Source: an optimization exercise on an open RTL-to-GDS flow (aim: small area, a short achievable clock period and few clock cycles per item). Production flows keep margins and buffers that such runs may drop. In this exercise RTL edits were held to simulation tests only and were not proved equivalent to the original.

`flow/run.sh`:
```
#!/bin/bash
set -euo pipefail
export SETUP_SLACK_MARGIN=6.5
bash standard.sh > standard_flow.log 2>&1
```
`standard.sh`:
```
#!/bin/bash
# synth_recipe.tcl (not shown) runs the flow's synth.tcl, then flattens the netlist and writes it again
# the make line also repeats each setting of config.mk as NAME=value (left out here)
make -C /OpenROAD-flow-scripts/flow DESIGN_CONFIG=/design/flow/config.mk WORK_HOME=/design/flow/orfs CLKGATE_MAP_FILE= SYNTH_SCRIPT=/design/flow/synth_recipe.tcl "${@:-finish}"
```
`config.mk`:
```
export PLATFORM = sky130hd
export DESIGN_NAME = aes_ecb_core
export DESIGN_NICKNAME = aes_ecb_core
export VERILOG_FILES = /design/flow/design.v
export SDC_FILE = /design/flow/constraint.sdc
export NUM_CORES = 4
export LEC_CHECK = 0
export CAP_MARGIN = 20
export CORE_MARGIN = 2
export CORE_UTILIZATION = 55
export CTS_BUF_LIST = sky130_fd_sc_hd__clkbuf_8
export CTS_CLUSTER_SIZE = 20
export PLACE_DENSITY = 0.7
export SLEW_MARGIN = 20
export SYNTH_HIERARCHICAL = 1
```
`constraint.sdc`:
```
create_clock -name core_clock -period 11.0 [get_ports {clk}]
set_input_delay 2.2000 -clock core_clock [delete_from_list [all_inputs] [get_ports {clk}]]
set_output_delay 2.2000 -clock core_clock [all_outputs]
set_load 0.01 [all_outputs]
```
`design.v`:
```
module aes_g_xor (input a, input b, output y);
  assign y = a ^ b;
endmodule
module aes_g_xnor (input a, input b, output y);
  assign y = ~(a ^ b);
endmodule
module aes_g_nand (input a, input b, output y);
  assign y = ~(a & b);
endmodule
module aes_g_nor (input a, input b, output y);
  assign y = ~(a | b);
endmodule
module aes_g_andn (input a, input b, output y);
  assign y = ~a & b;
endmodule
module aes_sbox (
  input  [7:0] x,
  output [7:0] y
);
  wire U0 = x[7], U1 = x[6], U2 = x[5], U3 = x[4];
  wire U4 = x[3], U5 = x[2], U6 = x[1], U7 = x[0];
  wire T1;
  aes_g_xor g0 (.a(U0), .b(U3), .y(T1));
  wire T2;
  aes_g_xor g1 (.a(U0), .b(U5), .y(T2));
  wire T3;
  aes_g_xor g2 (.a(U0), .b(U6), .y(T3));
  wire T4;
  aes_g_xor g3 (.a(U3), .b(U5), .y(T4));
  wire T5;
  aes_g_xor g4 (.a(U4), .b(U6), .y(T5));
  wire T6;
  aes_g_xor g5 (.a(T1), .b(T5), .y(T6));
  wire T7;
  aes_g_xor g6 (.a(U1), .b(U2), .y(T7));
  wire T8;
  aes_g_xor g7 (.a(U7), .b(T6), .y(T8));
  wire T9;
  aes_g_xor g8 (.a(U7), .b(T7), .y(T9));
  wire T10;
  aes_g_xor g9 (.a(T6), .b(T7), .y(T10));
  wire T11;
  aes_g_xor g10 (.a(U1), .b(U5), .y(T11));
  wire T12;
  aes_g_xnor g11 (.a(U2), .b(U5), .y(T12));
  wire T13;
  aes_g_xor g12 (.a(T3), .b(T4), .y(T13));
  wire T14;
  aes_g_xor g13 (.a(T6), .b(T11), .y(T14));
  wire T15;
  aes_g_xor g14 (.a(T5), .b(T11), .y(T15));
  wire T16;
  aes_g_xnor g15 (.a(T5), .b(T12), .y(T16));
  wire T17;
  aes_g_xor g16 (.a(T9), .b(T16), .y(T17));
  wire T18;
  aes_g_xor g17 (.a(U3), .b(U7), .y(T18));
  wire T19;
  aes_g_xor g18 (.a(T7), .b(T18), .y(T19));
  wire T20;
  aes_g_xor g19 (.a(T1), .b(T19), .y(T20));
  wire T21;
  aes_g_xor g20 (.a(U6), .b(U7), .y(T21));
  wire T22;
  aes_g_xor g21 (.a(T7), .b(T21), .y(T22));
  wire T23;
  aes_g_xor g22 (.a(T2), .b(T22), .y(T23));
  wire T24;
  aes_g_xor g23 (.a(T2), .b(T10), .y(T24));
  wire T25;
  aes_g_xor g24 (.a(T20), .b(T17), .y(T25));
  wire T26;
  aes_g_xor g25 (.a(T3), .b(T16), .y(T26));
  wire T27;
  aes_g_xnor g26 (.a(T1), .b(T12), .y(T27));
  wire M1;
  aes_g_nand g27 (.a(T13), .b(T6), .y(M1));
  wire M2;
  aes_g_nand g28 (.a(T23), .b(T8), .y(M2));
  wire M3;
  aes_g_xor g29 (.a(T14), .b(M1), .y(M3));
  wire M4;
  aes_g_nand g30 (.a(T19), .b(U7), .y(M4));
  wire M5;
  aes_g_xnor g31 (.a(M4), .b(M1), .y(M5));
  wire M6;
  aes_g_nand g32 (.a(T3), .b(T16), .y(M6));
  wire M7;
  aes_g_nand g33 (.a(T22), .b(T9), .y(M7));
  wire M8;
  aes_g_xor g34 (.a(T26), .b(M6), .y(M8));
  wire M9;
  aes_g_nand g35 (.a(T20), .b(T17), .y(M9));
  wire M10;
  aes_g_xor g36 (.a(M9), .b(M6), .y(M10));
  wire M11;
  aes_g_nand g37 (.a(T1), .b(T15), .y(M11));
  wire M12;
  aes_g_nand g38 (.a(T4), .b(T27), .y(M12));
  wire M13;
  aes_g_xor g39 (.a(M12), .b(M11), .y(M13));
  wire M14;
  aes_g_nand g40 (.a(T2), .b(T10), .y(M14));
  wire M15;
  aes_g_xor g41 (.a(M14), .b(M11), .y(M15));
  wire M16;
  aes_g_xnor g42 (.a(M3), .b(M2), .y(M16));
  wire M17;
  aes_g_xnor g43 (.a(M5), .b(T24), .y(M17));
  wire M18;
  aes_g_xnor g44 (.a(M8), .b(M7), .y(M18));
  wire M19;
  aes_g_xnor g45 (.a(M10), .b(M15), .y(M19));
  wire M20;
  aes_g_xnor g46 (.a(M16), .b(M13), .y(M20));
  wire M21;
  aes_g_xor g47 (.a(M17), .b(M15), .y(M21));
  wire M22;
  aes_g_xnor g48 (.a(M18), .b(M13), .y(M22));
  wire M23;
  aes_g_xnor g49 (.a(M19), .b(T25), .y(M23));
  wire M24;
  aes_g_xnor g50 (.a(M22), .b(M23), .y(M24));
  wire M25;
  aes_g_nand g51 (.a(M22), .b(M20), .y(M25));
  wire M26;
  aes_g_xor g52 (.a(M21), .b(M25), .y(M26));
  wire M27;
  aes_g_xnor g53 (.a(M20), .b(M21), .y(M27));
  wire M28;
  aes_g_xor g54 (.a(M23), .b(M25), .y(M28));
  wire M29;
  aes_g_nor g55 (.a(M28), .b(M27), .y(M29));
  wire M30;
  aes_g_nor g56 (.a(M26), .b(M24), .y(M30));
  wire M31;
  aes_g_nand g57 (.a(M20), .b(M23), .y(M31));
  wire M32;
  aes_g_nor g58 (.a(M27), .b(M31), .y(M32));
  wire M33;
  aes_g_xor g59 (.a(M27), .b(M25), .y(M33));
  wire M34;
  aes_g_nand g60 (.a(M21), .b(M22), .y(M34));
  wire M35;
  aes_g_nor g61 (.a(M24), .b(M34), .y(M35));
  wire M36;
  aes_g_xor g62 (.a(M24), .b(M25), .y(M36));
  wire M37;
  aes_g_xor g63 (.a(M21), .b(M29), .y(M37));
  wire M38;
  aes_g_xor g64 (.a(M32), .b(M33), .y(M38));
  wire M39;
  aes_g_xor g65 (.a(M23), .b(M30), .y(M39));
  wire M40;
  aes_g_xor g66 (.a(M35), .b(M36), .y(M40));
  wire M41;
  aes_g_xor g67 (.a(M38), .b(M40), .y(M41));
  wire M42;
  aes_g_xor g68 (.a(M37), .b(M39), .y(M42));
  wire M43;
  aes_g_xor g69 (.a(M37), .b(M38), .y(M43));
  wire M44;
  aes_g_xor g70 (.a(M39), .b(M40), .y(M44));
  wire M45;
  aes_g_xor g71 (.a(M42), .b(M41), .y(M45));
  wire M46;
  aes_g_nand g72 (.a(M44), .b(T6), .y(M46));
  wire M47;
  aes_g_nand g73 (.a(M40), .b(T8), .y(M47));
  wire M48;
  aes_g_nand g74 (.a(M39), .b(U7), .y(M48));
  wire M49;
  aes_g_nand g75 (.a(M43), .b(T16), .y(M49));
  wire M50;
  aes_g_nand g76 (.a(M38), .b(T9), .y(M50));
  wire M51;
  aes_g_nand g77 (.a(M37), .b(T17), .y(M51));
  wire M52;
  aes_g_nand g78 (.a(M42), .b(T15), .y(M52));
  wire M53;
  aes_g_nand g79 (.a(M45), .b(T27), .y(M53));
  wire M54;
  aes_g_nand g80 (.a(M41), .b(T10), .y(M54));
  wire M55;
  aes_g_nand g81 (.a(M44), .b(T13), .y(M55));
  wire M56;
  aes_g_nand g82 (.a(M40), .b(T23), .y(M56));
  wire M57;
  aes_g_nand g83 (.a(M39), .b(T19), .y(M57));
  wire M58;
  aes_g_nand g84 (.a(M43), .b(T3), .y(M58));
  wire M59;
  aes_g_nand g85 (.a(M38), .b(T22), .y(M59));
  wire M60;
  aes_g_nand g86 (.a(M37), .b(T20), .y(M60));
  wire M61;
  aes_g_nand g87 (.a(M42), .b(T1), .y(M61));
  wire M62;
  aes_g_nand g88 (.a(M45), .b(T4), .y(M62));
  wire M63;
  aes_g_nand g89 (.a(M41), .b(T2), .y(M63));
  wire L0;
  aes_g_xor g90 (.a(M61), .b(M62), .y(L0));
  wire L1;
  aes_g_xnor g91 (.a(M50), .b(M56), .y(L1));
  wire L2;
  aes_g_xor g92 (.a(M46), .b(M48), .y(L2));
  wire L3;
  aes_g_xnor g93 (.a(M47), .b(M55), .y(L3));
  wire L4;
  aes_g_xor g94 (.a(M54), .b(M58), .y(L4));
  wire L5;
  aes_g_xnor g95 (.a(M49), .b(M61), .y(L5));
  wire L6;
  aes_g_xnor g96 (.a(M62), .b(L5), .y(L6));
  wire L7;
  aes_g_xor g97 (.a(M46), .b(L3), .y(L7));
  wire L8;
  aes_g_xnor g98 (.a(M51), .b(M59), .y(L8));
  wire L9;
  aes_g_xnor g99 (.a(M52), .b(M53), .y(L9));
  wire L10;
  aes_g_xnor g100 (.a(M53), .b(L4), .y(L10));
  wire L11;
  aes_g_xor g101 (.a(M60), .b(L2), .y(L11));
  wire L12;
  aes_g_xnor g102 (.a(M48), .b(M51), .y(L12));
  wire L13;
  aes_g_xor g103 (.a(M50), .b(L0), .y(L13));
  wire L14;
  aes_g_xnor g104 (.a(M52), .b(M61), .y(L14));
  wire L15;
  aes_g_xor g105 (.a(M55), .b(L1), .y(L15));
  wire L16;
  aes_g_xnor g106 (.a(M56), .b(L0), .y(L16));
  wire L17;
  aes_g_xor g107 (.a(M57), .b(L1), .y(L17));
  wire L18;
  aes_g_xor g108 (.a(M58), .b(L8), .y(L18));
  wire L19;
  aes_g_xnor g109 (.a(M63), .b(L4), .y(L19));
  wire L20;
  aes_g_xnor g110 (.a(L0), .b(L1), .y(L20));
  wire L21;
  aes_g_xnor g111 (.a(L1), .b(L7), .y(L21));
  wire L22;
  aes_g_xor g112 (.a(L3), .b(L12), .y(L22));
  wire L23;
  aes_g_xor g113 (.a(L18), .b(L2), .y(L23));
  wire L24;
  aes_g_xor g114 (.a(L15), .b(L9), .y(L24));
  wire L25;
  aes_g_xnor g115 (.a(L6), .b(L10), .y(L25));
  wire L26;
  aes_g_xnor g116 (.a(L7), .b(L9), .y(L26));
  wire L27;
  aes_g_xnor g117 (.a(L8), .b(L10), .y(L27));
  wire L28;
  aes_g_xnor g118 (.a(L11), .b(L14), .y(L28));
  wire L29;
  aes_g_xnor g119 (.a(L11), .b(L17), .y(L29));
  wire S0;
  aes_g_xor g120 (.a(L6), .b(L24), .y(S0));
  wire S1;
  aes_g_xnor g121 (.a(L16), .b(L26), .y(S1));
  wire S2;
  aes_g_xor g122 (.a(L19), .b(L28), .y(S2));
  wire S3;
  aes_g_xnor g123 (.a(L6), .b(L21), .y(S3));
  wire S4;
  aes_g_xor g124 (.a(L20), .b(L22), .y(S4));
  wire S5;
  aes_g_xor g125 (.a(L25), .b(L29), .y(S5));
  wire S6;
  aes_g_xor g126 (.a(L13), .b(L27), .y(S6));
  wire S7;
  aes_g_xor g127 (.a(L6), .b(L23), .y(S7));
  assign y = {S0, S1, S2, S3, S4, S5, S6, S7};
endmodule
module aes_invaff (
  input  [7:0] b,
  output [7:0] y
);
  wire p25, p36, p47, p03, p14;
  aes_g_xor  g0 (.a(b[2]), .b(b[5]), .y(p25));
  aes_g_xor  g1 (.a(b[3]), .b(b[6]), .y(p36));
  aes_g_xor  g2 (.a(b[4]), .b(b[7]), .y(p47));
  aes_g_xor  g3 (.a(b[0]), .b(b[3]), .y(p03));
  aes_g_xor  g4 (.a(b[1]), .b(b[4]), .y(p14));
  aes_g_xnor g5 (.a(p25), .b(b[7]), .y(y[0]));
  aes_g_xor  g6 (.a(p36), .b(b[0]), .y(y[1]));
  aes_g_xnor g7 (.a(p47), .b(b[1]), .y(y[2]));
  aes_g_xor  g8 (.a(p25), .b(b[0]), .y(y[3]));
  aes_g_xor  g9 (.a(p36), .b(b[1]), .y(y[4]));
  aes_g_xor  g10 (.a(p47), .b(b[2]), .y(y[5]));
  aes_g_xor  g11 (.a(p03), .b(b[5]), .y(y[6]));
  aes_g_xor  g12 (.a(p14), .b(b[6]), .y(y[7]));
endmodule
module aes_sbox_pre (
  input  [7:0] xe,
  input  [7:0] xd,
  input        enc,
  output [7:0] y
);
  wire [7:0] d;
  aes_invaff u_ia (.b(xd), .y(d));
  assign y = enc ? xe : d;
endmodule
module aes_x8 (input [7:0] a, input [7:0] b, output [7:0] y);
  assign y = a ^ b;
endmodule
module aes_xt (input [7:0] a, output [7:0] y);
  assign y = {a[6:0], 1'b0} ^ (a[7] ? 8'h1b : 8'h00);
endmodule
module aes_mc_col (
  input  [7:0] a0, a1, a2, a3,
  output [7:0] y0, y1, y2, y3
);
  wire [7:0] p01, p12, p23, p30, x0, x1, x2, x3, q0, q1, q2, q3;
  aes_x8 u_p01 (.a(a0), .b(a1), .y(p01));
  aes_x8 u_p12 (.a(a1), .b(a2), .y(p12));
  aes_x8 u_p23 (.a(a2), .b(a3), .y(p23));
  aes_x8 u_p30 (.a(a3), .b(a0), .y(p30));
  aes_xt u_x0 (.a(p01), .y(x0));
  aes_xt u_x1 (.a(p12), .y(x1));
  aes_xt u_x2 (.a(p23), .y(x2));
  aes_xt u_x3 (.a(p30), .y(x3));
  aes_x8 u_q0 (.a(a1), .b(p23), .y(q0));
  aes_x8 u_q1 (.a(a2), .b(p30), .y(q1));
  aes_x8 u_q2 (.a(a3), .b(p01), .y(q2));
  aes_x8 u_q3 (.a(a0), .b(p12), .y(q3));
  aes_x8 u_y0 (.a(q0), .b(x0), .y(y0));
  aes_x8 u_y1 (.a(q1), .b(x1), .y(y1));
  aes_x8 u_y2 (.a(q2), .b(x2), .y(y2));
  aes_x8 u_y3 (.a(q3), .b(x3), .y(y3));
endmodule
module aes_corr (
  input  [7:0] a0, a1, a2, a3,
  output [7:0] w, z
);
  function [7:0] m4(input [7:0] a);    
    m4 = {a[5:0], 2'b00} ^ (a[7] ? 8'h36 : 8'h00) ^ (a[6] ? 8'h1b : 8'h00);
  endfunction
  function [7:0] m8(input [7:0] a);    
    m8 = {a[4:0], 3'b000} ^ (a[7] ? 8'h6c : 8'h00) ^ (a[6] ? 8'h36 : 8'h00) ^ (a[5] ? 8'h1b : 8'h00);
  endfunction
  wire [7:0] e = a0 ^ a2;
  wire [7:0] f = a1 ^ a3;
  wire [7:0] s8 = m8(e ^ f);
  assign w = s8 ^ m4(e);
  assign z = s8 ^ m4(f);
endmodule
module aes_round_pre (
  input  [127:0] st_in,
  input          enc,
  output [127:0] u
);
  genvar i;
  generate
    for (i = 0; i < 16; i = i + 1) begin : g_pre
      localparam integer R = i % 4;
      localparam integer C = i / 4;
      localparam integer SE = R + 4 * ((C + R) % 4);       
      localparam integer SD = R + 4 * ((C - R + 4) % 4);   
      aes_sbox_pre u_pre (.xe(st_in[127-8*SE -: 8]), .xd(st_in[127-8*SD -: 8]),
                          .enc(enc), .y(u[127-8*i -: 8]));
    end
  endgenerate
endmodule
module aes_round1 (
  input  [127:0] u,
  output [127:0] sy
);
  genvar i;
  generate
    for (i = 0; i < 16; i = i + 1) begin : g_sub
      aes_sbox u_sbox (.x(u[127-8*i -: 8]), .y(sy[127-8*i -: 8]));
    end
  endgenerate
endmodule
module aes_round2 (
  input  [127:0] sy,
  input  [127:0] rkey,
  input  [3:0]   dec,
  input  [3:0]   last,
  output [127:0] st_out
);
  wire [127:0] sb;     
  wire [127:0] ark;    
  wire [127:0] y;      
  wire [127:0] mc;
  wire [127:0] kk;     
  wire [127:0] mk;
  genvar i;
  generate
    for (i = 0; i < 16; i = i + 1) begin : g_byte
      localparam integer C = i / 4;
      wire [7:0] ia;
      aes_invaff u_ia (.b(sy[127-8*i -: 8]), .y(ia));
      assign sb[127-8*i -: 8] = dec[C] ? ia : sy[127-8*i -: 8];
      aes_x8 u_ark (.a(sb[127-8*i -: 8]), .b(rkey[127-8*i -: 8]), .y(ark[127-8*i -: 8]));
      assign y[127-8*i -: 8] = dec[C] ? ark[127-8*i -: 8] : sb[127-8*i -: 8];
      aes_x8 u_mk (.a(mc[127-8*i -: 8]), .b(kk[127-8*i -: 8]), .y(mk[127-8*i -: 8]));
      assign st_out[127-8*i -: 8] = last[C] ? ark[127-8*i -: 8] : mk[127-8*i -: 8];
    end
    for (i = 0; i < 4; i = i + 1) begin : g_mix
      wire [7:0] w, z;
      aes_corr u_corr (.a0(ark[127-32*i -: 8]), .a1(ark[119-32*i -: 8]),
                       .a2(ark[111-32*i -: 8]), .a3(ark[103-32*i -: 8]), .w(w), .z(z));
      assign kk[127-32*i -: 32] = dec[i] ? {w, z, w, z} : rkey[127-32*i -: 32];
      aes_mc_col u_mc (.a0(y[127-32*i -: 8]), .a1(y[119-32*i -: 8]),
                       .a2(y[111-32*i -: 8]), .a3(y[103-32*i -: 8]),
                       .y0(mc[127-32*i -: 8]), .y1(mc[119-32*i -: 8]),
                       .y2(mc[111-32*i -: 8]), .y3(mc[103-32*i -: 8]));
    end
  endgenerate
endmodule
module aes_key_ctl_s (
  input            dec,
  input      [1:0] klen,
  input      [3:0] rnd,
  output reg [7:0] sin_sel    
);
  always @(*) begin
    case ({dec, klen, rnd})
      7'b0000000: sin_sel = {1'b1, 7'b0100000};
      7'b0000001: sin_sel = {1'b1, 7'b0000001};
      7'b0000010: sin_sel = {1'b1, 7'b0000001};
      7'b0000011: sin_sel = {1'b1, 7'b0000001};
      7'b0000100: sin_sel = {1'b1, 7'b0000001};
      7'b0000101: sin_sel = {1'b1, 7'b0000001};
      7'b0000110: sin_sel = {1'b1, 7'b0000001};
      7'b0000111: sin_sel = {1'b1, 7'b0000001};
      7'b0001000: sin_sel = {1'b1, 7'b0000001};
      7'b0001001: sin_sel = {1'b1, 7'b0000001};
      7'b0001010: sin_sel = {1'b1, 7'b0000001};
      7'b0001011: sin_sel = {1'b1, 7'b0000001};
      7'b0001100: sin_sel = {1'b1, 7'b0000001};
      7'b0001101: sin_sel = {1'b1, 7'b0000001};
      7'b0001110: sin_sel = {1'b1, 7'b0000001};
      7'b0001111: sin_sel = {1'b1, 7'b0000001};
      7'b0010000: sin_sel = {1'b1, 7'b1000000};
      7'b0010001: sin_sel = {1'b0, 7'b0000001};
      7'b0010010: sin_sel = {1'b1, 7'b0000001};
      7'b0010011: sin_sel = {1'b1, 7'b0000010};
      7'b0010100: sin_sel = {1'b0, 7'b0000001};
      7'b0010101: sin_sel = {1'b1, 7'b0000001};
      7'b0010110: sin_sel = {1'b1, 7'b0000010};
      7'b0010111: sin_sel = {1'b0, 7'b0000001};
      7'b0011000: sin_sel = {1'b1, 7'b0000001};
      7'b0011001: sin_sel = {1'b1, 7'b0000010};
      7'b0011010: sin_sel = {1'b0, 7'b0000001};
      7'b0011011: sin_sel = {1'b1, 7'b0000001};
      7'b0011100: sin_sel = {1'b1, 7'b0000010};
      7'b0011101: sin_sel = {1'b0, 7'b0000001};
      7'b0011110: sin_sel = {1'b1, 7'b0000001};
      7'b0011111: sin_sel = {1'b1, 7'b0000010};
      7'b0100000: sin_sel = {1'b1, 7'b1000000};
      7'b0100001: sin_sel = {1'b1, 7'b0000001};
      7'b0100010: sin_sel = {1'b0, 7'b0000001};
      7'b0100011: sin_sel = {1'b1, 7'b0000001};
      7'b0100100: sin_sel = {1'b0, 7'b0000001};
      7'b0100101: sin_sel = {1'b1, 7'b0000001};
      7'b0100110: sin_sel = {1'b0, 7'b0000001};
      7'b0100111: sin_sel = {1'b1, 7'b0000001};
      7'b0101000: sin_sel = {1'b0, 7'b0000001};
      7'b0101001: sin_sel = {1'b1, 7'b0000001};
      7'b0101010: sin_sel = {1'b0, 7'b0000001};
      7'b0101011: sin_sel = {1'b1, 7'b0000001};
      7'b0101100: sin_sel = {1'b0, 7'b0000001};
      7'b0101101: sin_sel = {1'b1, 7'b0000001};
      7'b0101110: sin_sel = {1'b0, 7'b0000001};
      7'b0101111: sin_sel = {1'b1, 7'b0000001};
      7'b1000000: sin_sel = {1'b1, 7'b0000100};
      7'b1000001: sin_sel = {1'b1, 7'b0000100};
      7'b1000010: sin_sel = {1'b1, 7'b0000100};
      7'b1000011: sin_sel = {1'b1, 7'b0000100};
      7'b1000100: sin_sel = {1'b1, 7'b0000100};
      7'b1000101: sin_sel = {1'b1, 7'b0000100};
      7'b1000110: sin_sel = {1'b1, 7'b0000100};
      7'b1000111: sin_sel = {1'b1, 7'b0000100};
      7'b1001000: sin_sel = {1'b1, 7'b0000100};
      7'b1001001: sin_sel = {1'b1, 7'b0000100};
      7'b1001010: sin_sel = {1'b1, 7'b0000100};
      7'b1001011: sin_sel = {1'b1, 7'b0000100};
      7'b1001100: sin_sel = {1'b1, 7'b0000100};
      7'b1001101: sin_sel = {1'b1, 7'b0000100};
      7'b1001110: sin_sel = {1'b1, 7'b0000100};
      7'b1001111: sin_sel = {1'b1, 7'b0000100};
      7'b1010000: sin_sel = {1'b0, 7'b0000001};
      7'b1010001: sin_sel = {1'b1, 7'b0010000};
      7'b1010010: sin_sel = {1'b1, 7'b0001000};
      7'b1010011: sin_sel = {1'b0, 7'b0000001};
      7'b1010100: sin_sel = {1'b1, 7'b0010000};
      7'b1010101: sin_sel = {1'b1, 7'b0001000};
      7'b1010110: sin_sel = {1'b0, 7'b0000001};
      7'b1010111: sin_sel = {1'b1, 7'b0010000};
      7'b1011000: sin_sel = {1'b1, 7'b0001000};
      7'b1011001: sin_sel = {1'b0, 7'b0000001};
      7'b1011010: sin_sel = {1'b1, 7'b0010000};
      7'b1011011: sin_sel = {1'b1, 7'b0001000};
      7'b1011100: sin_sel = {1'b0, 7'b0000001};
      7'b1011101: sin_sel = {1'b1, 7'b0010000};
      7'b1011110: sin_sel = {1'b1, 7'b0001000};
      7'b1011111: sin_sel = {1'b0, 7'b0000001};
      7'b1100000: sin_sel = {1'b0, 7'b0001000};
      7'b1100001: sin_sel = {1'b1, 7'b0001000};
      7'b1100010: sin_sel = {1'b0, 7'b0001000};
      7'b1100011: sin_sel = {1'b1, 7'b0001000};
      7'b1100100: sin_sel = {1'b0, 7'b0001000};
      7'b1100101: sin_sel = {1'b1, 7'b0001000};
      7'b1100110: sin_sel = {1'b0, 7'b0001000};
      7'b1100111: sin_sel = {1'b1, 7'b0001000};
      7'b1101000: sin_sel = {1'b0, 7'b0001000};
      7'b1101001: sin_sel = {1'b1, 7'b0001000};
      7'b1101010: sin_sel = {1'b0, 7'b0001000};
      7'b1101011: sin_sel = {1'b1, 7'b0001000};
      7'b1101100: sin_sel = {1'b0, 7'b0001000};
      7'b1101101: sin_sel = {1'b1, 7'b0001000};
      7'b1101110: sin_sel = {1'b0, 7'b0001000};
      7'b1101111: sin_sel = {1'b1, 7'b0001000};
      default: sin_sel = 8'd0;
    endcase
  end
endmodule
module aes_key_ctl_x (
  input             dec,
  input      [1:0]  klen,
  input      [3:0]  rnd,
  output     [29:0] ctl
);
  reg [14:0] ctl_a;
  reg [14:0] ctl_b;
  always @(*) begin
    case ({dec, klen, rnd})
      7'b0000000: ctl_a = {5'b00001, 5'b00001, 5'b00001};
      7'b0000001: ctl_a = {5'b00001, 5'b00001, 5'b00001};
      7'b0000010: ctl_a = {5'b00001, 5'b00001, 5'b00001};
      7'b0000011: ctl_a = {5'b00001, 5'b00001, 5'b00001};
      7'b0000100: ctl_a = {5'b00001, 5'b00001, 5'b00001};
      7'b0000101: ctl_a = {5'b00001, 5'b00001, 5'b00001};
      7'b0000110: ctl_a = {5'b00001, 5'b00001, 5'b00001};
      7'b0000111: ctl_a = {5'b00001, 5'b00001, 5'b00001};
      7'b0001000: ctl_a = {5'b00001, 5'b00001, 5'b00001};
      7'b0001001: ctl_a = {5'b00001, 5'b00001, 5'b00001};
      7'b0001010: ctl_a = {5'b00001, 5'b00001, 5'b00001};
      7'b0001011: ctl_a = {5'b00001, 5'b00001, 5'b00001};
      7'b0001100: ctl_a = {5'b00001, 5'b00001, 5'b00001};
      7'b0001101: ctl_a = {5'b00001, 5'b00001, 5'b00001};
      7'b0001110: ctl_a = {5'b00001, 5'b00001, 5'b00001};
      7'b0001111: ctl_a = {5'b00001, 5'b00001, 5'b00001};
      7'b0010000: ctl_a = {5'b00001, 5'b00001, 5'b00001};
      7'b0010001: ctl_a = {5'b00010, 5'b00001, 5'b00001};
      7'b0010010: ctl_a = {5'b00001, 5'b00001, 5'b00001};
      7'b0010011: ctl_a = {5'b00010, 5'b00001, 5'b00010};
      7'b0010100: ctl_a = {5'b00010, 5'b00001, 5'b00001};
      7'b0010101: ctl_a = {5'b00001, 5'b00001, 5'b00001};
      7'b0010110: ctl_a = {5'b00010, 5'b00001, 5'b00010};
      7'b0010111: ctl_a = {5'b00010, 5'b00001, 5'b00001};
      7'b0011000: ctl_a = {5'b00001, 5'b00001, 5'b00001};
      7'b0011001: ctl_a = {5'b00010, 5'b00001, 5'b00010};
      7'b0011010: ctl_a = {5'b00010, 5'b00001, 5'b00001};
      7'b0011011: ctl_a = {5'b00001, 5'b00001, 5'b00001};
      7'b0011100: ctl_a = {5'b00010, 5'b00001, 5'b00010};
      7'b0011101: ctl_a = {5'b00010, 5'b00001, 5'b00001};
      7'b0011110: ctl_a = {5'b00001, 5'b00001, 5'b00001};
      7'b0011111: ctl_a = {5'b00010, 5'b00001, 5'b00010};
      7'b0100000: ctl_a = {5'b00001, 5'b00001, 5'b00001};
      7'b0100001: ctl_a = {5'b00001, 5'b00001, 5'b00001};
      7'b0100010: ctl_a = {5'b00001, 5'b00001, 5'b00001};
      7'b0100011: ctl_a = {5'b00001, 5'b00001, 5'b00001};
      7'b0100100: ctl_a = {5'b00001, 5'b00001, 5'b00001};
      7'b0100101: ctl_a = {5'b00001, 5'b00001, 5'b00001};
      7'b0100110: ctl_a = {5'b00001, 5'b00001, 5'b00001};
      7'b0100111: ctl_a = {5'b00001, 5'b00001, 5'b00001};
      7'b0101000: ctl_a = {5'b00001, 5'b00001, 5'b00001};
      7'b0101001: ctl_a = {5'b00001, 5'b00001, 5'b00001};
      7'b0101010: ctl_a = {5'b00001, 5'b00001, 5'b00001};
      7'b0101011: ctl_a = {5'b00001, 5'b00001, 5'b00001};
      7'b0101100: ctl_a = {5'b00001, 5'b00001, 5'b00001};
      7'b0101101: ctl_a = {5'b00001, 5'b00001, 5'b00001};
      7'b0101110: ctl_a = {5'b00001, 5'b00001, 5'b00001};
      7'b0101111: ctl_a = {5'b00001, 5'b00001, 5'b00001};
      7'b1000000: ctl_a = {5'b10000, 5'b01000, 5'b10000};
      7'b1000001: ctl_a = {5'b10000, 5'b01000, 5'b10000};
      7'b1000010: ctl_a = {5'b10000, 5'b01000, 5'b10000};
      7'b1000011: ctl_a = {5'b10000, 5'b01000, 5'b10000};
      7'b1000100: ctl_a = {5'b10000, 5'b01000, 5'b10000};
      7'b1000101: ctl_a = {5'b10000, 5'b01000, 5'b10000};
      7'b1000110: ctl_a = {5'b10000, 5'b01000, 5'b10000};
      7'b1000111: ctl_a = {5'b10000, 5'b01000, 5'b10000};
      7'b1001000: ctl_a = {5'b10000, 5'b01000, 5'b10000};
      7'b1001001: ctl_a = {5'b10000, 5'b01000, 5'b10000};
      7'b1001010: ctl_a = {5'b10000, 5'b01000, 5'b10000};
      7'b1001011: ctl_a = {5'b10000, 5'b01000, 5'b10000};
      7'b1001100: ctl_a = {5'b10000, 5'b01000, 5'b10000};
      7'b1001101: ctl_a = {5'b10000, 5'b01000, 5'b10000};
      7'b1001110: ctl_a = {5'b10000, 5'b01000, 5'b10000};
      7'b1001111: ctl_a = {5'b10000, 5'b01000, 5'b10000};
      7'b1010000: ctl_a = {5'b01000, 5'b00100, 5'b01000};
      7'b1010001: ctl_a = {5'b01000, 5'b00100, 5'b01000};
      7'b1010010: ctl_a = {5'b01000, 5'b10000, 5'b01000};
      7'b1010011: ctl_a = {5'b01000, 5'b00100, 5'b01000};
      7'b1010100: ctl_a = {5'b01000, 5'b00100, 5'b01000};
      7'b1010101: ctl_a = {5'b01000, 5'b10000, 5'b01000};
      7'b1010110: ctl_a = {5'b01000, 5'b00100, 5'b01000};
      7'b1010111: ctl_a = {5'b01000, 5'b00100, 5'b01000};
      7'b1011000: ctl_a = {5'b01000, 5'b10000, 5'b01000};
      7'b1011001: ctl_a = {5'b01000, 5'b00100, 5'b01000};
      7'b1011010: ctl_a = {5'b01000, 5'b00100, 5'b01000};
      7'b1011011: ctl_a = {5'b01000, 5'b10000, 5'b01000};
      7'b1011100: ctl_a = {5'b01000, 5'b00100, 5'b01000};
      7'b1011101: ctl_a = {5'b01000, 5'b00100, 5'b01000};
      7'b1011110: ctl_a = {5'b01000, 5'b10000, 5'b01000};
      7'b1011111: ctl_a = {5'b01000, 5'b00100, 5'b01000};
      7'b1100000: ctl_a = {5'b00100, 5'b00010, 5'b00100};
      7'b1100001: ctl_a = {5'b00100, 5'b00010, 5'b00100};
      7'b1100010: ctl_a = {5'b00100, 5'b00010, 5'b00100};
      7'b1100011: ctl_a = {5'b00100, 5'b00010, 5'b00100};
      7'b1100100: ctl_a = {5'b00100, 5'b00010, 5'b00100};
      7'b1100101: ctl_a = {5'b00100, 5'b00010, 5'b00100};
      7'b1100110: ctl_a = {5'b00100, 5'b00010, 5'b00100};
      7'b1100111: ctl_a = {5'b00100, 5'b00010, 5'b00100};
      7'b1101000: ctl_a = {5'b00100, 5'b00010, 5'b00100};
      7'b1101001: ctl_a = {5'b00100, 5'b00010, 5'b00100};
      7'b1101010: ctl_a = {5'b00100, 5'b00010, 5'b00100};
      7'b1101011: ctl_a = {5'b00100, 5'b00010, 5'b00100};
      7'b1101100: ctl_a = {5'b00100, 5'b00010, 5'b00100};
      7'b1101101: ctl_a = {5'b00100, 5'b00010, 5'b00100};
      7'b1101110: ctl_a = {5'b00100, 5'b00010, 5'b00100};
      7'b1101111: ctl_a = {5'b00100, 5'b00010, 5'b00100};
      default: ctl_a = 15'd0;
    endcase
  end
  always @(*) begin
    case ({dec, klen, rnd})
      7'b0000000: ctl_b = {3'b001, 3'b001, 1'b1, 8'h01};
      7'b0000001: ctl_b = {3'b001, 3'b100, 1'b1, 8'h02};
      7'b0000010: ctl_b = {3'b001, 3'b100, 1'b1, 8'h04};
      7'b0000011: ctl_b = {3'b001, 3'b100, 1'b1, 8'h08};
      7'b0000100: ctl_b = {3'b001, 3'b100, 1'b1, 8'h10};
      7'b0000101: ctl_b = {3'b001, 3'b100, 1'b1, 8'h20};
      7'b0000110: ctl_b = {3'b001, 3'b100, 1'b1, 8'h40};
      7'b0000111: ctl_b = {3'b001, 3'b100, 1'b1, 8'h80};
      7'b0001000: ctl_b = {3'b001, 3'b100, 1'b1, 8'h1b};
      7'b0001001: ctl_b = {3'b001, 3'b100, 1'b1, 8'h36};
      7'b0001010: ctl_b = {3'b001, 3'b100, 1'b1, 8'h6c};
      7'b0001011: ctl_b = {3'b001, 3'b100, 1'b1, 8'hd8};
      7'b0001100: ctl_b = {3'b001, 3'b100, 1'b1, 8'hab};
      7'b0001101: ctl_b = {3'b001, 3'b100, 1'b1, 8'h4d};
      7'b0001110: ctl_b = {3'b001, 3'b100, 1'b1, 8'h9a};
      7'b0001111: ctl_b = {3'b001, 3'b100, 1'b1, 8'h8d};
      7'b0010000: ctl_b = {3'b001, 3'b001, 1'b1, 8'h01};
      7'b0010001: ctl_b = {3'b001, 3'b010, 1'b0, 8'h00};
      7'b0010010: ctl_b = {3'b001, 3'b010, 1'b1, 8'h02};
      7'b0010011: ctl_b = {3'b001, 3'b010, 1'b1, 8'h04};
      7'b0010100: ctl_b = {3'b001, 3'b010, 1'b0, 8'h00};
      7'b0010101: ctl_b = {3'b001, 3'b010, 1'b1, 8'h08};
      7'b0010110: ctl_b = {3'b001, 3'b010, 1'b1, 8'h10};
      7'b0010111: ctl_b = {3'b001, 3'b010, 1'b0, 8'h00};
      7'b0011000: ctl_b = {3'b001, 3'b010, 1'b1, 8'h20};
      7'b0011001: ctl_b = {3'b001, 3'b010, 1'b1, 8'h40};
      7'b0011010: ctl_b = {3'b001, 3'b010, 1'b0, 8'h00};
      7'b0011011: ctl_b = {3'b001, 3'b010, 1'b1, 8'h80};
      7'b0011100: ctl_b = {3'b001, 3'b010, 1'b1, 8'h1b};
      7'b0011101: ctl_b = {3'b001, 3'b010, 1'b0, 8'h00};
      7'b0011110: ctl_b = {3'b001, 3'b010, 1'b1, 8'h36};
      7'b0011111: ctl_b = {3'b001, 3'b010, 1'b1, 8'h6c};
      7'b0100000: ctl_b = {3'b001, 3'b001, 1'b1, 8'h01};
      7'b0100001: ctl_b = {3'b001, 3'b001, 1'b1, 8'h01};
      7'b0100010: ctl_b = {3'b001, 3'b001, 1'b0, 8'h00};
      7'b0100011: ctl_b = {3'b001, 3'b001, 1'b1, 8'h02};
      7'b0100100: ctl_b = {3'b001, 3'b001, 1'b0, 8'h00};
      7'b0100101: ctl_b = {3'b001, 3'b001, 1'b1, 8'h04};
      7'b0100110: ctl_b = {3'b001, 3'b001, 1'b0, 8'h00};
      7'b0100111: ctl_b = {3'b001, 3'b001, 1'b1, 8'h08};
      7'b0101000: ctl_b = {3'b001, 3'b001, 1'b0, 8'h00};
      7'b0101001: ctl_b = {3'b001, 3'b001, 1'b1, 8'h10};
      7'b0101010: ctl_b = {3'b001, 3'b001, 1'b0, 8'h00};
      7'b0101011: ctl_b = {3'b001, 3'b001, 1'b1, 8'h20};
      7'b0101100: ctl_b = {3'b001, 3'b001, 1'b0, 8'h00};
      7'b0101101: ctl_b = {3'b001, 3'b001, 1'b1, 8'h40};
      7'b0101110: ctl_b = {3'b001, 3'b001, 1'b0, 8'h00};
      7'b0101111: ctl_b = {3'b001, 3'b001, 1'b1, 8'h80};
      7'b1000000: ctl_b = {3'b010, 3'b100, 1'b1, 8'h8d};
      7'b1000001: ctl_b = {3'b010, 3'b100, 1'b1, 8'h01};
      7'b1000010: ctl_b = {3'b010, 3'b100, 1'b1, 8'h02};
      7'b1000011: ctl_b = {3'b010, 3'b100, 1'b1, 8'h04};
      7'b1000100: ctl_b = {3'b010, 3'b100, 1'b1, 8'h08};
      7'b1000101: ctl_b = {3'b010, 3'b100, 1'b1, 8'h10};
      7'b1000110: ctl_b = {3'b010, 3'b100, 1'b1, 8'h20};
      7'b1000111: ctl_b = {3'b010, 3'b100, 1'b1, 8'h40};
      7'b1001000: ctl_b = {3'b010, 3'b100, 1'b1, 8'h80};
      7'b1001001: ctl_b = {3'b010, 3'b100, 1'b1, 8'h1b};
      7'b1001010: ctl_b = {3'b010, 3'b100, 1'b1, 8'h36};
      7'b1001011: ctl_b = {3'b010, 3'b100, 1'b1, 8'h6c};
      7'b1001100: ctl_b = {3'b010, 3'b100, 1'b1, 8'hd8};
      7'b1001101: ctl_b = {3'b010, 3'b100, 1'b1, 8'hab};
      7'b1001110: ctl_b = {3'b010, 3'b100, 1'b1, 8'h4d};
      7'b1001111: ctl_b = {3'b010, 3'b100, 1'b1, 8'h9a};
      7'b1010000: ctl_b = {3'b100, 3'b010, 1'b0, 8'h00};
      7'b1010001: ctl_b = {3'b010, 3'b010, 1'b1, 8'h01};
      7'b1010010: ctl_b = {3'b100, 3'b010, 1'b1, 8'h02};
      7'b1010011: ctl_b = {3'b100, 3'b010, 1'b0, 8'h00};
      7'b1010100: ctl_b = {3'b010, 3'b010, 1'b1, 8'h04};
      7'b1010101: ctl_b = {3'b100, 3'b010, 1'b1, 8'h08};
      7'b1010110: ctl_b = {3'b100, 3'b010, 1'b0, 8'h00};
      7'b1010111: ctl_b = {3'b010, 3'b010, 1'b1, 8'h10};
      7'b1011000: ctl_b = {3'b100, 3'b010, 1'b1, 8'h20};
      7'b1011001: ctl_b = {3'b100, 3'b010, 1'b0, 8'h00};
      7'b1011010: ctl_b = {3'b010, 3'b010, 1'b1, 8'h40};
      7'b1011011: ctl_b = {3'b100, 3'b010, 1'b1, 8'h80};
      7'b1011100: ctl_b = {3'b100, 3'b010, 1'b0, 8'h00};
      7'b1011101: ctl_b = {3'b010, 3'b010, 1'b1, 8'h1b};
      7'b1011110: ctl_b = {3'b100, 3'b010, 1'b1, 8'h36};
      7'b1011111: ctl_b = {3'b100, 3'b010, 1'b0, 8'h00};
      7'b1100000: ctl_b = {3'b010, 3'b001, 1'b0, 8'h00};
      7'b1100001: ctl_b = {3'b010, 3'b001, 1'b1, 8'h01};
      7'b1100010: ctl_b = {3'b010, 3'b001, 1'b0, 8'h00};
      7'b1100011: ctl_b = {3'b010, 3'b001, 1'b1, 8'h02};
      7'b1100100: ctl_b = {3'b010, 3'b001, 1'b0, 8'h00};
      7'b1100101: ctl_b = {3'b010, 3'b001, 1'b1, 8'h04};
      7'b1100110: ctl_b = {3'b010, 3'b001, 1'b0, 8'h00};
      7'b1100111: ctl_b = {3'b010, 3'b001, 1'b1, 8'h08};
      7'b1101000: ctl_b = {3'b010, 3'b001, 1'b0, 8'h00};
      7'b1101001: ctl_b = {3'b010, 3'b001, 1'b1, 8'h10};
      7'b1101010: ctl_b = {3'b010, 3'b001, 1'b0, 8'h00};
      7'b1101011: ctl_b = {3'b010, 3'b001, 1'b1, 8'h20};
      7'b1101100: ctl_b = {3'b010, 3'b001, 1'b0, 8'h00};
      7'b1101101: ctl_b = {3'b010, 3'b001, 1'b1, 8'h40};
      7'b1101110: ctl_b = {3'b010, 3'b001, 1'b0, 8'h00};
      7'b1101111: ctl_b = {3'b010, 3'b001, 1'b1, 8'h80};
      default: ctl_b = 15'd0;
    endcase
  end
  assign ctl = {ctl_a, ctl_b};
endmodule
module aes_key_sin (
  input  [255:0] r,
  input  [6:0]   sin_sel,    
  output [31:0]  sin
);
  wire [31:0] s2 = r[191:160], s3 = r[159:128];
  wire [31:0] s4 = r[127:96],  s5 = r[95:64],   s6 = r[63:32],   s7 = r[31:0];
  assign sin = ({32{sin_sel[0]}} & s7) | ({32{sin_sel[1]}} & (s3 ^ s2 ^ s7)) |
               ({32{sin_sel[2]}} & (s4 ^ s5)) | ({32{sin_sel[3]}} & s4) |
               ({32{sin_sel[4]}} & s6) | ({32{sin_sel[5]}} & s3) | ({32{sin_sel[6]}} & s5);
endmodule
module aes_key_sub (
  input  [31:0] sin,
  output [31:0] t
);
  genvar i;
  generate
    for (i = 0; i < 4; i = i + 1) begin : g_sub
      aes_sbox u_sbox (.x(sin[31-8*i -: 8]), .y(t[31-8*i -: 8]));
    end
  endgenerate
endmodule
module aes_key_step (
  input  [255:0] r,
  input  [31:0]  sw,      
  input  [36:0]  ctl,
  output [127:0] nw       
);
  wire [31:0] t = {sw[31:24] ^ ctl[7:0], sw[23:0]};    
  wire [31:0] s0 = r[255:224], s1 = r[223:192], s2 = r[191:160], s3 = r[159:128];
  wire [31:0] s4 = r[127:96],  s5 = r[95:64],   s6 = r[63:32],   s7 = r[31:0];
  wire [4:0] x0s = ctl[29:25];
  wire [4:0] x1s = ctl[24:20];
  wire [4:0] x2s = ctl[19:15];
  wire [2:0] x3s = ctl[14:12];
  wire [2:0] bs  = ctl[11:9];
  wire [31:0] b0 = ({32{bs[0]}} & s0) | ({32{bs[1]}} & s2) | ({32{bs[2]}} & s4);
  wire [31:0] b1 = ({32{bs[0]}} & s1) | ({32{bs[1]}} & s3) | ({32{bs[2]}} & s5);
  wire [31:0] b2 = ({32{bs[0]}} & s2) | ({32{bs[1]}} & s4) | ({32{bs[2]}} & s6);
  wire [31:0] b3 = ({32{bs[0]}} & s3) | ({32{bs[1]}} & s5) | ({32{bs[2]}} & s7);
  wire [31:0] n0, n1, n2, n3;
  wire [31:0] x0 = ({32{x0s[0]}} & t)  | ({32{x0s[1]}} & s7) | ({32{x0s[2]}} & s1) |
                   ({32{x0s[3]}} & s3) | ({32{x0s[4]}} & s5);
  wire [31:0] x1 = ({32{x1s[0]}} & n0) | ({32{x1s[1]}} & s2) | ({32{x1s[2]}} & s4) |
                   ({32{x1s[3]}} & s6) | ({32{x1s[4]}} & t);
  wire [31:0] x2 = ({32{x2s[0]}} & n1) | ({32{x2s[1]}} & t)  | ({32{x2s[2]}} & s3) |
                   ({32{x2s[3]}} & s5) | ({32{x2s[4]}} & s7);
  wire [31:0] x3 = ({32{x3s[0]}} & n2) | ({32{x3s[1]}} & t)  | ({32{x3s[2]}} & s6);
  assign n0 = b0 ^ x0;
  assign n1 = b1 ^ x1;
  assign n2 = b2 ^ x2;
  assign n3 = b3 ^ x3;
  assign nw = {n0, n1, n2, n3};
endmodule
module aes_ecb_core (
  input              clk,
  input              rst,         
  input              key_load,    
  input      [1:0]   key_len,
  input      [255:0] key_in,
  input              blk_start,   
  input              decrypt,     
  input      [127:0] blk_in,
  output             ready,
  output reg         done,        
  output     [127:0] blk_out
);
  reg          ph;        
  reg  [1:0]   klen;      
  reg  [255:0] k0;        
  reg          k0x;       
  reg  [255:0] ke;        
  reg          kev;       
  reg  [127:0] ib;
  reg          ibv;
  reg          ibdec;
  reg  [127:0] x, y, ob;
  reg          xv, yv;
  reg  [127:0] rk;        
  reg          sdec;      
  reg          slast;     
  reg  [3:0]   sdec_c;    
  reg  [3:0]   slast_c;   
  reg  [255:0] kr;        
  reg  [31:0]  ks;        
  reg  [31:0]  kt;        
  reg  [36:0]  kctl;      
  reg  [3:0]   kn;        
  reg          pact;      
  reg          kext;      
  reg          kprep;     
  reg          kph;       
  reg          pdec;      
  reg  [1:0]   pklen;
  reg          ecap;      
  reg          jstart;    
  wire [3:0] knr = (klen == 2'd0) ? 4'd10 : (klen == 2'd1) ? 4'd12 : 4'd14;
  wire [3:0] pnr = (pklen == 2'd0) ? 4'd10 : (pklen == 2'd1) ? 4'd12 : 4'd14;
  wire       last_n = (kn == (pdec ? 4'd0 : pnr));    
  wire [31:0]  t;
  wire [127:0] nw;
  aes_key_sub  u_ksub (.sin(ks), .t(t));
  aes_key_step u_kstp (.r(kr), .sw(kt), .ctl(kctl), .nw(nw));
  wire [255:0] kr_next = {kr[127:0], nw};
  wire [127:0] s1, s2, u;
  aes_round1 u_r1 (.u(x), .sy(s1));
  aes_round2 u_r2 (.sy(y), .rkey(rk),
                   .dec({sdec_c[0], ~sdec_c[1], sdec_c[2], ~sdec_c[3]}),
                   .last({slast_c[0], ~slast_c[1], slast_c[2], ~slast_c[3]}), .st_out(s2));
  aes_round_pre u_pre (.st_in((go_a | go_b) ? (ib ^ rk0) : s2),
                       .enc((go_a | go_b) ? ~ibdec : ~sdec), .u(u));
  wire [127:0] rk0 = ibdec ? {ke[159:128], ke[191:160], ke[223:192], ke[255:224]} : k0[255:128];
  wire kfree   = ~kext & ~kprep & (~pact | slast);
  wire can_go  = ~ph & kfree & ibv;
  wire can_go1 = ph & ~kext & ~kprep & (~pact | last_n) & ibv & ~jstart;
  wire go_ext  = (can_go | can_go1) & ~k0x;
  wire go_prep = (can_go | can_go1) & k0x & ibdec & ~kev;
  wire go_a    = can_go & k0x & ~(ibdec & ~kev);           
  wire go_b    = ph & jstart & ibv & (ibdec == pdec);      
  wire kedge   = (ph == kph);
  wire step    = kedge & (kext | kprep | (pact & ~slast));
  wire cap     = step & ~pdec & (kprep | ecap) & (kn == pnr - 4'd1);
  wire fin     = yv & slast;
  wire [255:0] kr_n    = (go_ext | go_prep) ? k0 : go_a ? (ibdec ? ke : k0) :
                         step ? kr_next : kr;
  wire [3:0]   kn_n    = go_ext ? 4'd0 : go_prep ? 4'd1 : go_a ? (ibdec ? knr - 4'd1 : 4'd1) :
                         step ? (pdec ? kn - 4'd1 : kn + 4'd1) : kn;
  wire         pdec_n  = (go_ext | go_prep) ? 1'b0 : go_a ? ibdec : pdec;
  wire [1:0]   pklen_n = (go_ext | go_prep | go_a) ? klen : pklen;
  wire [7:0]   sin_n;
  wire [29:0]  ctlx_n;
  aes_key_ctl_s u_kcs (.dec(pdec_n), .klen(pklen_n), .rnd(kn_n), .sin_sel(sin_n));
  aes_key_ctl_x u_kcx (.dec(pdec_n), .klen(pklen_n), .rnd(kn_n), .ctl(ctlx_n));
  wire [36:0]  kctl_n = {sin_n[6:0], ctlx_n};
  wire [3:0]   kn_step = pdec ? kn - 4'd1 : kn + 4'd1;
  wire [7:0]   sin_step;
  wire [31:0]  ks_step;
  aes_key_ctl_s u_kcs2 (.dec(pdec), .klen(pklen), .rnd(kn_step), .sin_sel(sin_step));
  aes_key_sin u_ksin (.r(kr_next), .sin_sel(sin_step[6:0]), .sin(ks_step));
  function [31:0] rotw(input [31:0] w);
    rotw = {w[23:0], w[31:24]};
  endfunction
  wire [31:0]  ks_n = go_ext ? rotw((klen == 2'd0) ? k0[159:128] : k0[95:64]) :
                      (go_prep | (go_a & ~ibdec)) ? rotw(k0[31:0]) :
                      go_a ? rotw((klen == 2'd0) ? (ke[127:96] ^ ke[95:64]) : ke[127:96]) :
                      step ? (sin_step[7] ? rotw(ks_step) : ks_step) : ks;
  assign ready   = ready_r;
  assign blk_out = ob;
  wire acc_key = key_load & ready_r;
  wire acc_blk = blk_start & ready_r & ~key_load;
  reg          ready_r;
  wire ph_nx     = ~ph;
  wire ibv_nx    = acc_blk | (ibv & ~(go_a | go_b));
  wire ibdec_nx  = acc_blk ? decrypt : ibdec;
  wire kext_nx   = go_ext | (kext & ~kedge);
  wire kprep_nx  = go_prep | (kprep & ~(kedge & (kn == pnr - 4'd1)));
  wire pact_nx   = go_a | (pact & ~(~ph & slast));
  wire slast_nx = ph ? last_n : slast;
  wire k0x_nx    = acc_key ? key_len[1] : (k0x | (kedge & kext));
  wire kev_nx    = ~acc_key & (kev | cap);
  wire jstart_nx = go_a;
  wire kfree_nx  = ~kext_nx & ~kprep_nx & (~pact_nx | slast_nx);
  wire go_a_nx   = ~ph_nx & kfree_nx & ibv_nx & k0x_nx & ~(ibdec_nx & ~kev_nx);
  wire go_b_nx   = ph_nx & jstart_nx & ibv_nx & (ibdec_nx == pdec_n);
  wire ready_nx  = ~ibv_nx | go_a_nx | go_b_nx;
  wire [255:0] ke_new = {kr_next[31:0], kr_next[63:32], kr_next[95:64], kr_next[127:96],
                         kr_next[159:128], kr_next[191:160], kr_next[223:192], kr_next[255:224]};
  always @(posedge clk) begin
    y  <= s1;
    x  <= u;
    kt <= t;
    ks <= ks_n;
    kctl <= kctl_n;
    ob <= s2;            
    sdec_c[3:2]  <= ph ? {~pdec, pdec} : sdec_c[1:0];
    slast_c[3:2] <= ph ? {~last_n, last_n} : slast_c[1:0];
    if (ph) begin
      rk    <= pdec ? {kr[31:0], kr[63:32], kr[95:64], kr[127:96]} : kr[127:0];
      sdec  <= pdec;
      slast <= last_n;
      sdec_c[1:0]  <= {~pdec, pdec};
      slast_c[1:0] <= {~last_n, last_n};
    end
  end
  always @(posedge clk) begin
    if (rst) begin
      ph     <= 1'b0;
      xv     <= 1'b0;
      yv     <= 1'b0;
      done   <= 1'b0;
      ibv    <= 1'b0;
      kev    <= 1'b0;
      k0x    <= 1'b0;
      pact   <= 1'b0;
      kext   <= 1'b0;
      kprep  <= 1'b0;
      jstart <= 1'b0;
      ready_r <= 1'b1;
    end else begin
      ready_r <= ready_nx;
      ph   <= ~ph;
      done <= fin;
      yv   <= xv;
      xv   <= go_a | go_b | (yv & ~slast);
      if (acc_blk) begin
        ib    <= blk_in;
        ibv   <= 1'b1;
        ibdec <= decrypt;
      end else if (go_a | go_b)
        ibv <= 1'b0;
      kr    <= kr_n;
      kn    <= kn_n;
      pdec  <= pdec_n;
      pklen <= pklen_n;
      if (kedge) begin
        if (kext) kext <= 1'b0;
        if (kprep & (kn == pnr - 4'd1)) kprep <= 1'b0;
      end
      if (~ph & pact & slast) pact <= 1'b0;
      jstart <= go_a;
      if (go_ext | go_prep) kph <= ph;
      if (go_ext)  kext  <= 1'b1;
      if (go_prep) kprep <= 1'b1;
      if (go_a) begin
        pact <= 1'b1;
        ecap <= 1'b1;
        kph  <= 1'b0;
      end
      if (acc_key) begin
        k0   <= key_in;
        klen <= key_len;
        k0x  <= key_len[1];
        kev  <= 1'b0;
        ecap <= 1'b0;
      end else begin
        if (cap) begin
          ke  <= ke_new;
          kev <= 1'b1;
        end
        if (kedge & kext) begin
          if (pklen == 2'd0) k0[127:0] <= nw;
          else               k0[63:0]  <= nw[127:64];
          k0x <= 1'b1;
        end
      end
    end
  end
endmodule
```
==> flow_summary.json, run 1 <==
{
  "critPathMaxStageDelay_ns": 0.55,
  "postSynthNetCount": 11100,
  "relSlewSlack": 0.125,
  "setup_slack_ns": 6.31,
  "grt_pass1_vias": 86500,
  "setup.worst_path.start_class": "register",
  "area.growth.synth_to_final_pct": 22.3,
  "htree_levels": 5,
  "grt_overflow_total": 0,
  "grt_first_pass_wirelength_um": 638000,
  "nNetsFinal": 11800,
  "cts_root_buffer": "clkbuf_8",
  "period_share": 0.426,
  "fillers": 15000,
  "rsz0062_at_grt": "yes",
  "synth_cells": 10700,
  "outcome": "no timing/DRC/antenna violations",
  "crit_top_cell": "xor2_2",
  "cts_buffers": 289,
  "drv_slew": 0,
  "grt_max_degree": 179,
  "place.gp.congestion": 1.06,
  "drt_iter0_drc": 15100,
  "portBuffers": 520,
  "crit_type": "register to register",
  "worstSkewPairLatency_ns": 1.11,
  "fmaxAchievable_ghz": 0.213,
  "ys.warnings.count": 10,
  "initial_utilization": 0.554,
  "chipHeight_um": 459,
  "fp.dieW_um": 459,
  "crit_slowest_cell": "edfxtp_1",
  "setup_tns_ns": 0,
  "setup_viol": 0,
  "die-area_um2": 210000,
  "dp_slack_ns": 5.17,
  "dr.pass1.iters": 14,
  "grt_usage": 0.422,
  "fin_skew_ns": 0.119,
  "final_common_cell": "xor2_1",
  "worstPathCellList": "xor2_2, xor2_2, xor2_2, nand2_1, xor2_2, xnor2_2, xnor2_2, buf_4, xor2_1, nor2_1, xor2_2, xor2_2, buf_4, xor2_2, nand2_2, xnor2_4, xor2_4, xor2_4",
  "hold_class": "register to register",
  "required_ns": 11.96,
  "postRouteAntennaNets": 0,
  "row_count": 166,
  "clkSinkCount": 1531,
  "cp_max_fo": 3,
  "ios": 521,
  "cts_tree": "yes",
  "drc_errors": 0,
  "crit_family": "XOR/XNOR gates",
  "cp_data_arrival_time_ns": 5.65,
  "clkSlewWorstSetupHoldPaths_ns": 0.07,
  "antenna_found_initial": 26,
  "fin_util": 0.678,
  "worst-path-buf-inv": 2,
  "end_kind": "register",
  "wl_per_cell_um": 33.0,
  "worst_pin_slew_ns": 1.28,
  "hold_viol": 0,
  "cap_violations": 0,
  "syn_area_per_cell_um2": 10.7,
  "layout_common_cells": "xor2_1, nand2_1, edfxtp_1, xnor2_1, buf_4",
  "fin_crit_ns": 4.69,
  "drive_gt1_frac": 0.278,
  "wl_um": 470000,
  "vias": 92000,
  "via_per_inst": 6.46,
  "clk_path_buf_depth": 4,
  "coreArea_um2": 205000,
  "dp_hpwl_um": 340000,
  "syn-cell-area_um2": 114000
}
## worst register-to-register path, delay by kind of cell (launching register included)
family / cells / cell delay (ns)
and+or+nand+nor: 3 / 0.52
buffers and inverters: 2 / 0.31
xor gates and xnor gates: 13 / 3.19
DFF: 1 / 0.55
## area by class of cell
type | count | area (um^2) | share of cell area
antenna | 10 | 25.0 | 0.000180
clock buffer | 324 | 4460 | 0.0321
clock inverter | 173 | 1140 | 0.00823
inverter | 31 | 146 | 0.00105
multi-input combinational | 8329 | 77100 | 0.555
sequential | 1531 | 41600 | 0.299
tap | 2688 | 3360 | 0.0242
timing repair buffer | 1158 | 11000 | 0.0794
timing repair inverter | 3 | 33.8 | 0.000243
## registers in the layout, indices dropped and copies added, names as in the netlist, 2 cells and up
register	count
kr	256
k0	256
ks	32
kctl	29
slast_c	2
ib	128
sdec_c	2
rk	128
x	128
kt	32
y	128
ke	256
ob	128
kn	4
klen	2
pklen	2
## metrics by stage
| step | area (um^2) | hold slack, ns | cells |
|---|---|---|---|
| after floorplan | 114000 | 0.414 | 10700 |
| after global placement | 119000 | 0.422 | 13200 |
| after detailed placement | 119000 | 0.431 | 13200 |
| after CTS | 131000 | 0.444 | 13900 |
| after global routing | 139000 | 0.466 | 14200 |
| final | 139000 | 0.440 | 14200 |
## layer usage
| layer | wire length [um] | up-vias | track usage |
|---|---|---|---|
| li1 | - | 38200 | - |
| met1 | 171000 | 45100 | 0.546 |
| met3 | 62500 | 1557 | 0.127 |
| met4 | 39800 | 12 | 0.276 |
| met5 | 208 | - | 0.00804 |
| met2 | 197000 | 7222 | 0.610 |
## path summary, 6_finish.rpt
| check | startpoint | to | slack [ns] | cells after the start |
|---|---|---|---|---|
| worst min-delay path | xv | yv | 0.44 | 1 |
| worst min register to register | xv | yv | 0.44 | 1 |
| worst max register to register | ks[16] | kt[23] | 6.31 | 18 |
| worst max-delay path | ks[16] | kt[23] | 6.31 | 18 |
## what timing repair did
action,4_1_cts,5_1_grt
gates resized for setup,732,855
cloned,16,5
pin swaps,130,353
buffers inserted,150,320
hold buffers,0,0
endpoints found under the setup margin,880,721
Testbench counts, summed over its fixed seeds: cycles 16,073, items 1,080.
==> run 2, diff against run 1 <==
==> flow/run.sh (replaced) <==
#!/bin/bash
set -euo pipefail
export SETUP_SLACK_MARGIN=7.0
bash standard.sh > standard_flow.log 2>&1
==> run 2 against run 1 <==
The layout now fails its checks (max-capacitance violations, max-slew violations). Die area unchanged. First-iteration DRC count increased by 24%. Global-route usage increased by 2.9 points. Hold slack about the same. Setup slack got worse by 0.19 ns. Critical path depth unchanged. Maximum frequency decreased by 3.9%. Sequential share of layout area decreased by 3.9 points.
==> flow_summary.json, run 2 <==
{
  "final_common_cell": "xor2_1",
  "rrSetupSlack_ns": 6.12,
  "syn_area_per_cell_um2": 10.7,
  "reg2reg_depth": 18,
  "so_faults": "max-capacitance violations, max-slew violations",
  "antenna_found_initial": 50,
  "area.growth.synth_to_final_pct": 41.4,
  "critPathLaunch": "x[9]",
  "design_area_um2": 161000,
  "cts_root_buffer": "clkbuf_8",
  "fin_crit_ns": 4.88,
  "syn-cell-area_um2": 114000,
  "drv_slew": 2,
  "required_ns": 11.88,
  "cp-endpoint": "y[9]",
  "drive_gt1_frac": 0.431,
  "portBuffers": 520,
  "layout_common_cells": "xor2_1, buf_4, edfxtp_1, nand2_1, xor2_2",
  "dr.pass1.iters": 14,
  "period_share": 0.443,
  "hold_class": "register to register",
  "cts_buffers": 289,
  "setup_tns_ns": 0,
  "wl_per_cell_um": 35.9,
  "clkSlewWorstSetupHoldPaths_ns": 0.06,
  "cap_violations": 1,
  "htree_levels": 5,
  "clk_path_buf_depth": 4,
  "crit_type": "register to register",
  "wl_um": 545000,
  "dp_hpwl_um": 340000,
  "whs_ns": 0.440,
  "via_per_inst": 6.71,
  "grt_pass1_vias": 92700,
  "hold_viol": 0,
  "cts_tree": "yes",
  "synth_cells": 10700,
  "fin_skew_ns": 0.128,
  "setup_slack_ns": 6.12,
  "setup.worst_path.start_class": "register",
  "grt_usage": 0.451,
  "place.gp.congestion": 1.06,
  "rsz0062_at_grt": "yes",
  "ys.warnings.count": 10,
  "relSlewSlack": -0.0642,
  "vias": 102000,
  "nNetsFinal": 12700,
  "coreArea_um2": 205000,
  "drt_iter0_drc": 18600,
  "dpl_cell_area_um2": 119000,
  "regToRegStartpoint": "x[9]",
  "chipHeight_um": 459,
  "dp_slack_ns": 5.17,
  "reg.largest.list": "k0 x256, ke x256, kr x256",
  "ios": 521,
  "postRouteAntennaNets": 0,
  "grt_max_degree": 179,
  "die-area_um2": 210000,
  "clkSinkCount": 1531,
  "grt_first_pass_wirelength_um": 681000,
  "grt_overflow_total": 0,
  "fmaxAchievable_ghz": 0.205,
  "drc_errors": 0,
  "row_count": 166,
  "fp.dieW_um": 459,
  "cp_max_fo": 4,
  "worst_pin_slew_ns": 1.55,
  "postSynthNetCount": 11100,
  "initial_utilization": 0.554,
  "worstReg2RegEnd": "y[9]",
  "outcome": "complete, but fails checks",
  "end_kind": "register",
  "cp_data_arrival_time_ns": 5.76,
  "setup_viol": 0,
  "worstSkewPairLatency_ns": 1.11
}
-- run 2: through the flow --
stage,instances,utilization
floorplan,10700,-
global route,15200,0.784
CTS,14500,0.699
finish,15200,0.784
detailed placement,13200,0.579
global placement,13200,0.579
-- run 2: layout make-up --
type / count / area [um^2]
Antenna cell: 11 / 27.5
Clock buffer: 324 / 4460
Sequential cell: 1531 / 41900
Timing Repair inverter: 2 / 17.5
Clock inverter: 173 / 1140
Inverter: 31 / 151
Fill cell: 11600 / 44300
Multi-Input combinational cell: 8331 / 89500
Timing Repair Buffer: 2116 / 20100
Tap cell: 2688 / 3360
-- run 2: worst min-delay path by stage --
| stage | slack, ns | depth (start not counted) | end | startpoint |
|---|---|---|---|---|
| after floorplan | 0.41 | 1 | yv | xv |
| final | 0.44 | 1 | yv | xv |
| after global routing | 0.47 | 1 | yv | xv |
| after global placement | 0.42 | 1 | yv | xv |
| after CTS | 0.44 | 1 | yv | xv |
| after detailed placement | 0.43 | 1 | yv | xv |
-- run 2: timing repair --
| action | in CTS | in global routing |
|---|---|---|
| pin swaps | 668 | 1063 |
| setup buffers | 716 | 689 |
| resized for setup | 2158 | 1781 |
| endpoints found under the setup margin | 1429 | 832 |
| hold buffers | 0 | 0 |
| gates cloned | 32 | 12 |
-- run 2: critical path, cell delays in order (launching register included) --
cell	delay, ns
dfxtp_4	0.40
xor2_4	0.27
buf_6	0.17
xnor2_4	0.15
xor2_1	0.26
xor2_1	0.33
xnor2_1	0.19
xnor2_2	0.29
nand2_2	0.18
xor2_1	0.19
nor2_1	0.17
xor2_1	0.27
buf_4	0.19
xor2_4	0.21
xor2_2	0.30
nand2_2	0.23
xnor2_4	0.34
xnor2_4	0.19
xor2_4	0.36
-- run 2: metal layers --
| metal | share of wire | track usage |
|---|---|---|
| met1 | 0.33 | 0.563 |
| met2 | 0.42 | 0.655 |
| met3 | 0.14 | 0.154 |
| met4 | 0.10 | 0.311 |
| met5 | 0.00072 | 0.00941 |

## afterwards: timing with drivers on the ports
Ports are ideal in the flow. The routed layouts listed here were re-timed in OpenROAD.
Step 1 (the two cells are an assumption about what drives the block):
set clk [get_ports {clk}]
set_driving_cell -lib_cell sky130_fd_sc_hd__clkbuf_16 $clk
set_driving_cell -lib_cell sky130_fd_sc_hd__buf_2 [delete_from_list [all_inputs] $clk]
Step 2 adds t to the input delays and takes it off the output delays; t is the mean of the earliest and latest rising clock arrival at the registers after step 1. Input paths then give back, and output paths get back, about the clock's delay inside the block.
Three values: ideal ports, drivers, drivers and shift; two values: the first two.
run	shift t [ns]	slack for setup (ns)	slew at the worst register clock pin (ns)
run 1	1.162	6.312 / 6.312 / 5.537	0.08 / 0.08
run 2	1.153	6.124 / 6.124 / 5.845	0.08 / 0.08
The setup slack of run 1, which loses most, moves by 0.000 ns with the drivers and by -0.775 ns with both steps.
